This is an optimization exercise on Yosys and OpenROAD, whose aim is small area, a short achievable clock period and few clock cycles per item, not a production implementation.
The RTL was checked by simulation tests, not by an equivalence proof against the original design.
Power figures rest on the tool's default switching activity, not on a simulated workload.

==> flow/design.v <==
module prio_derive (
    input  wire        clk,
    input  wire        rst,
    input  wire        in_valid,
    output wire        in_ready,
    input  wire [63:0] in_table,
    output reg         out_valid,
    input  wire        out_ready,
    output reg  [19:0] out_order,
    output reg  [2:0]  out_diag
);
    localparam [2:0] D_NONE   = 3'd0,
                     D_OPAQUE = 3'd1,
                     D_AMBIG  = 3'd2,
                     D_MERGE  = 3'd3,
                     D_VERIFY = 3'd4;
    function req;                    
        input [1:0] v;
        input [1:0] t;
        input [3:0] A;
        integer u;
        reg d0, d1;
        begin
            d0 = 1'b1; d1 = 1'b1;    
            for (u = 0; u < 4; u = u + 1)
                if (A[u] && u != t) begin
                    if (u[0] == t[0]) d0 = 1'b0;
                    if (u[1] == t[1]) d1 = 1'b0;
                end
            if (d0)      req = (v[0] == t[0]);
            else if (d1) req = (v[1] == t[1]);
            else         req = (v == t);
        end
    endfunction
    function [1:0] level;
        input [31:0] q;
        input [3:0]  A;
        input [1:0]  t;
        integer s;
        reg o, at, af, e;
        begin
            o = 1'b1; at = 1'b0; af = 1'b0;
            for (s = 0; s < 16; s = s + 1)
                if ((s & ~A) == 0 && s != A) begin
                    e = req(q[2*s +: 2], t, A);
                    if (s[t]) o = o & e;
                    else begin
                        at = at | e;
                        af = af | !e;
                    end
                end
            if (!o)            level = 2'd1;
            else if (at && af) level = 2'd2;
            else if (at)       level = 2'd0;
            else               level = 2'd3;
        end
    endfunction
    function [1:0] sub2;
        input [31:0] q;
        input [3:0]  A;
        reg [1:0] p, r, res;
        integer c;
        begin
            p = q[2*A +: 2];
            res = 2'd0;
            for (c = 0; c < 4; c = c + 1)
                if (A[c] && req(p, c, A)) begin
                    r = level(q, A, c);
                    res = (r == 2'd3) ? 2'd0 : r;
                end
            sub2 = res;
        end
    endfunction
    function [1:0] sub3;
        input [31:0] q;
        input [3:0]  A;
        reg [1:0] p, r, res;
        integer c;
        begin
            p = q[2*A +: 2];
            res = 2'd0;
            for (c = 0; c < 4; c = c + 1)
                if (A[c] && req(p, c, A)) begin
                    r = level(q, A, c);
                    res = (r == 2'd3) ? sub2(q, A & ~(4'd1 << c)) : r;
                end
            sub3 = res;
        end
    endfunction
    function [1:0] suborder;
        input [31:0] q;
        reg [1:0] p, r, res;
        integer c;
        begin
            p = q[31:30];
            res = 2'd0;
            for (c = 0; c < 4; c = c + 1)
                if (p == c) begin
                    r = level(q, 4'hf, c);
                    res = (r == 2'd3) ? sub3(q, 4'hf & ~(4'd1 << c)) : r;
                end
            suborder = res;
        end
    endfunction
    wire [31:0] q0, q1;              
    genvar g;
    generate
        for (g = 0; g < 16; g = g + 1) begin : g_split
            assign q0[2*g +: 2] = in_table[4*g     +: 2];
            assign q1[2*g +: 2] = in_table[4*g + 2 +: 2];
        end
    endgenerate
    wire [1:0] f0 = suborder(q0);
    wire [1:0] f1 = suborder(q1);
    reg  [3:0] pr0, pr1;
    reg  [3:0] ab0 [0:3];
    reg  [3:0] ab1 [0:3];
    reg        mok, vfail, same;
    integer x, y;
    always @* begin
        for (x = 0; x < 4; x = x + 1) begin
            pr0[x] = (q0[2*(1 << x) +: 2] == x);
            pr1[x] = (q1[2*(1 << x) +: 2] == x);
            for (y = 0; y < 4; y = y + 1) begin
                ab0[x][y] = (q0[2*((1 << x) | (1 << y)) +: 2] == x);
                ab1[x][y] = (q1[2*((1 << x) | (1 << y)) +: 2] == x);
            end
        end
        mok = 1'b1;
        for (x = 0; x < 3; x = x + 1) begin
            if (pr0[x] != pr1[x]) mok = 1'b0;
            for (y = x + 1; y < 3; y = y + 1)
                if (ab0[x][y] != ab1[x][y]) mok = 1'b0;
            if (pr0[3] && pr1[3] && pr0[x] && ab0[3][x] && !ab1[3][x]) mok = 1'b0;
        end
        vfail = (q0[1:0] == 2'd3) != (q1[1:0] == 2'd3);
        same = pr0[3] & pr1[3];
        for (x = 0; x < 3; x = x + 1)
            if (pr0[x] && ab0[3][x] != ab1[3][x]) same = 1'b0;
    end
    assign in_ready = !out_valid || out_ready;
    reg  [1:0] r_f0, r_f1;
    reg        r_mok, r_vf;
    reg  [2:0] r_pr;                 
    reg        r_s0, r_s1;           
    reg  [2:0] r_tt;                 
    reg  [2:0] r_a0, r_a1;           
    reg        r_same;               
    always @(posedge clk) begin
        if (rst)
            out_valid <= 1'b0;
        else if (in_ready)
            out_valid <= in_valid;
    end
    always @(posedge clk) begin
        if (in_ready) begin
            r_f0  <= f0;
            r_f1  <= f1;
            r_mok <= mok;
            r_vf  <= vfail;
            r_pr  <= pr0[2:0];
            r_s0  <= pr0[3];
            r_s1  <= pr1[3];
            r_tt  <= {ab0[1][2], ab0[0][2], ab0[0][1]};
            r_a0  <= {ab0[3][2], ab0[3][1], ab0[3][0]};
            r_a1  <= {ab1[3][2], ab1[3][1], ab1[3][0]};
            r_same <= same;
        end
    end
    reg        fail;
    reg  [3:0] bel [0:4];            
    reg  [4:0] here;
    reg  [4:0] at [0:4];             
    reg  [3:0] nib [0:4];
    reg        emp;
    reg        ov [0:2][0:2];        
    integer e, k;
    function [4:0] onehot_cnt;       
        input [3:0] b;
        begin
            case (b)
                4'b0000:                                     onehot_cnt = 5'b00001;
                4'b0001, 4'b0010, 4'b0100, 4'b1000:          onehot_cnt = 5'b00010;
                4'b0011, 4'b0101, 4'b0110, 4'b1001,
                4'b1010, 4'b1100:                            onehot_cnt = 5'b00100;
                4'b0111, 4'b1011, 4'b1101, 4'b1110:          onehot_cnt = 5'b01000;
                default:                                     onehot_cnt = 5'b10000;
            endcase
        end
    endfunction
    always @* begin
        if (r_f0 != 2'd0)      out_diag = {1'b0, r_f0};
        else if (r_f1 != 2'd0) out_diag = {1'b0, r_f1};
        else if (!r_mok)       out_diag = D_MERGE;
        else if (r_vf)         out_diag = D_VERIFY;
        else                   out_diag = D_NONE;
        fail = (r_f0 != 2'd0) | (r_f1 != 2'd0) | !r_mok | r_vf;
        ov[0][1] = r_tt[0]; ov[1][0] = !r_tt[0];
        ov[0][2] = r_tt[1]; ov[2][0] = !r_tt[1];
        ov[1][2] = r_tt[2]; ov[2][1] = !r_tt[2];
        ov[0][0] = 1'b0; ov[1][1] = 1'b0; ov[2][2] = 1'b0;
        for (x = 0; x < 3; x = x + 1) begin
            bel[x] = 4'd0;
            for (y = 0; y < 3; y = y + 1)
                if (y != x) bel[x][y < x ? y : y - 1] = r_pr[y] & ov[x][y];
            bel[x][2] = r_s0 & !r_a0[x];
            bel[x][3] = r_s1 & !r_same & !r_a1[x];
            here[x] = r_pr[x];
        end
        bel[3] = {1'b0, r_pr & r_a0};
        bel[4] = {r_s0, r_pr & r_a1};
        here[3] = r_s0;
        here[4] = r_s1 & !r_same;
        for (e = 0; e < 5; e = e + 1)
            at[e] = here[e] ? onehot_cnt(bel[e]) : 5'd0;
        for (k = 0; k < 5; k = k + 1) begin
            emp = fail | !(at[0][k] | at[1][k] | at[2][k] | at[3][k] | at[4][k]);
            nib[k][3] = emp;
            nib[k][2] = emp | (at[3][k] & !r_same) | at[4][k];
            nib[k][1] = emp | at[2][k] | (at[3][k] & r_same);
            nib[k][0] = emp | at[1][k] | (at[3][k] & r_same) | at[4][k];
        end
        out_order = {nib[0], nib[1], nib[2], nib[3], nib[4]};
    end
endmodule
==> flow/config.mk <==
export PLATFORM = sky130hd
export DESIGN_NAME = prio_derive
export DESIGN_NICKNAME = prio_derive
export VERILOG_FILES = /design/flow/design.v
export SDC_FILE = /design/flow/constraint.sdc
export NUM_CORES = 4
export LEC_CHECK = 0
export CAP_MARGIN = 20
export CORE_MARGIN = 2
export CORE_UTILIZATION = 40
export PLACE_DENSITY = 0.6
export SETUP_SLACK_MARGIN = 4.4
export SLEW_MARGIN = 20
==> flow/constraint.sdc <==
create_clock -name core_clock -period 8.0 [get_ports {clk}]
set_input_delay 1.6000 -clock core_clock [delete_from_list [all_inputs] [get_ports {clk}]]
set_output_delay 1.6000 -clock core_clock [all_outputs]
set_load 0.01 [all_outputs]
standard.sh (not shown) runs the stock make flow with config.mk's settings and CLKGATE_MAP_FILE= SYNTH_SCRIPT=/design/flow/synth_recipe.tcl, a recipe that flattens the netlist after the stock synthesis.
==> flow/flow/run.sh <==
#!/bin/bash
# Layout flow: the standard layout, with the ports buffered by small
# plain buffers (sky130_fd_sc_hd__buf_1) instead of the delay-cell buffers
# buffer_ports picks on its own; repair_design and repair_timing size them
# from there. Every port still gets its own buffer.
set -euo pipefail
export BUFFER_PORTS_ARGS="-buffer_cell sky130_fd_sc_hd__buf_1"
bash standard.sh finish > standard_flow.log 2>&1
The starting point completed with no timing, DRC or antenna violations.
Testbench counts at the start, summed over its fixed seeds: cycles 2,056, items 2,048.
==> next run, changes <==
==> flow/run.sh (new file) <==
#!/bin/bash
# synth_recipe.tcl (not shown) runs the flow's synth.tcl, then flattens the netlist and writes it again
# the make line also repeats each setting of config.mk as NAME=value (left out here)
make -C /OpenROAD-flow-scripts/flow DESIGN_CONFIG=/design/flow/config.mk WORK_HOME=/design/flow/orfs CLKGATE_MAP_FILE= SYNTH_SCRIPT=/design/flow/synth_recipe.tcl finish
Settings changed: SETUP_SLACK_MARGIN 4.4 to 4.
removed: flow/flow/run.sh
removed: flow/standard.sh
Result: Routed wire length falls by 3.9%. Total power rises by 7.0%. Register-to-register slack is about the same. Clock skew barely changes. Final area came out higher by about 6%.

* * *

// prio_derive: RTL as listed in full above, without the edits since
clock: 8.0 ns
lec_check: 0
cap_margin: 20
core_margin: 2
core_utilization: 40
place_density: 0.6
setup_slack_margin: 5
slew_margin: 20
run.sh (not shown) runs the stock make flow with config.mk's settings and CLKGATE_MAP_FILE= SYNTH_SCRIPT=/design/flow/synth_recipe.tcl, a recipe that flattens the netlist after the stock synthesis.
Stock flow here: none of the scripts above is used.
Testbench counts at the start, summed over its fixed seeds: cycles 2,056, items 2,048.
Edit:
==> flow/flow/run.sh (new file) <==
#!/bin/bash
# Layout flow: the standard layout, with the ports buffered by small
# plain buffers (sky130_fd_sc_hd__buf_1) instead of the delay-cell buffers
# buffer_ports picks on its own; repair_design and repair_timing size them
# from there. Every port still gets its own buffer.
set -euo pipefail
export BUFFER_PORTS_ARGS="-buffer_cell sky130_fd_sc_hd__buf_1"
bash standard.sh finish > standard_flow.log 2>&1
==> flow/standard.sh (new file) <==
#!/bin/bash
# synth_recipe.tcl (not shown) runs the flow's synth.tcl, then flattens the netlist and writes it again
# the make line also repeats each setting of config.mk as NAME=value (left out here)
make -C /OpenROAD-flow-scripts/flow DESIGN_CONFIG=/design/flow/config.mk WORK_HOME=/design/flow/orfs CLKGATE_MAP_FILE= SYNTH_SCRIPT=/design/flow/synth_recipe.tcl "${@:-finish}"
Settings changed: SETUP_SLACK_MARGIN 5 to 4.
removed: flow/run.sh
After rerunning: Setup slack improved by 0.017 ns. Total power decreases by about 21%. Die area is unchanged. Worst hold slack improved by 0.0058 ns. Via count decreases by about 7%. Register-to-register slack improved by 0.11 ns. Global-route usage decreases by 3.9 points. Cell area decreases by 26%. Wire length decreases by 17%. Count of clock-buffer cells in the layout increases by 1.

-- what the ideal ports hide --
The flow's constraints put no driver on any port. The routed layouts listed below were extracted and timed again, unchanged, in two steps. Step 1: set_driving_cell puts a clkbuf_16 on clk and a buf_2 on each other input, an assumption about the parent block. Step 2 moves the port delays by t, midway between the first and last clock arrival at a register: inputs arrive t later, outputs are due t later. That takes back most of the time a late clock gives input paths. Three values: no drivers, after step 1, after step 2; two values: the first two.
| run | shift t [ns] | setup slack, ns | worst setup path at the end | latest minus earliest clock arrival (ns) |
|---|---|---|---|---|
| the first run of note 1 | 0.289 | 4.045 / 4.018 / 4.240 | input to register | 0.013 / 0.012 |
| the second run of note 1 | 0.280 | 3.959 / 3.932 / 3.834 | input to register | 0.010 / 0.010 |
| the first run of note 2 | 0.290 | 4.065 / 4.037 / 4.327 | register to output | 0.007 / 0.006 |
| the second run of note 2 | 0.285 | 4.082 / 4.056 / 3.847 | input to register | 0.008 / 0.008 |
After both steps every run listed still meets setup and hold. The setup slack of the second run of note 2, which loses most, moves by -0.026 ns with the drivers and by -0.235 ns with both steps.
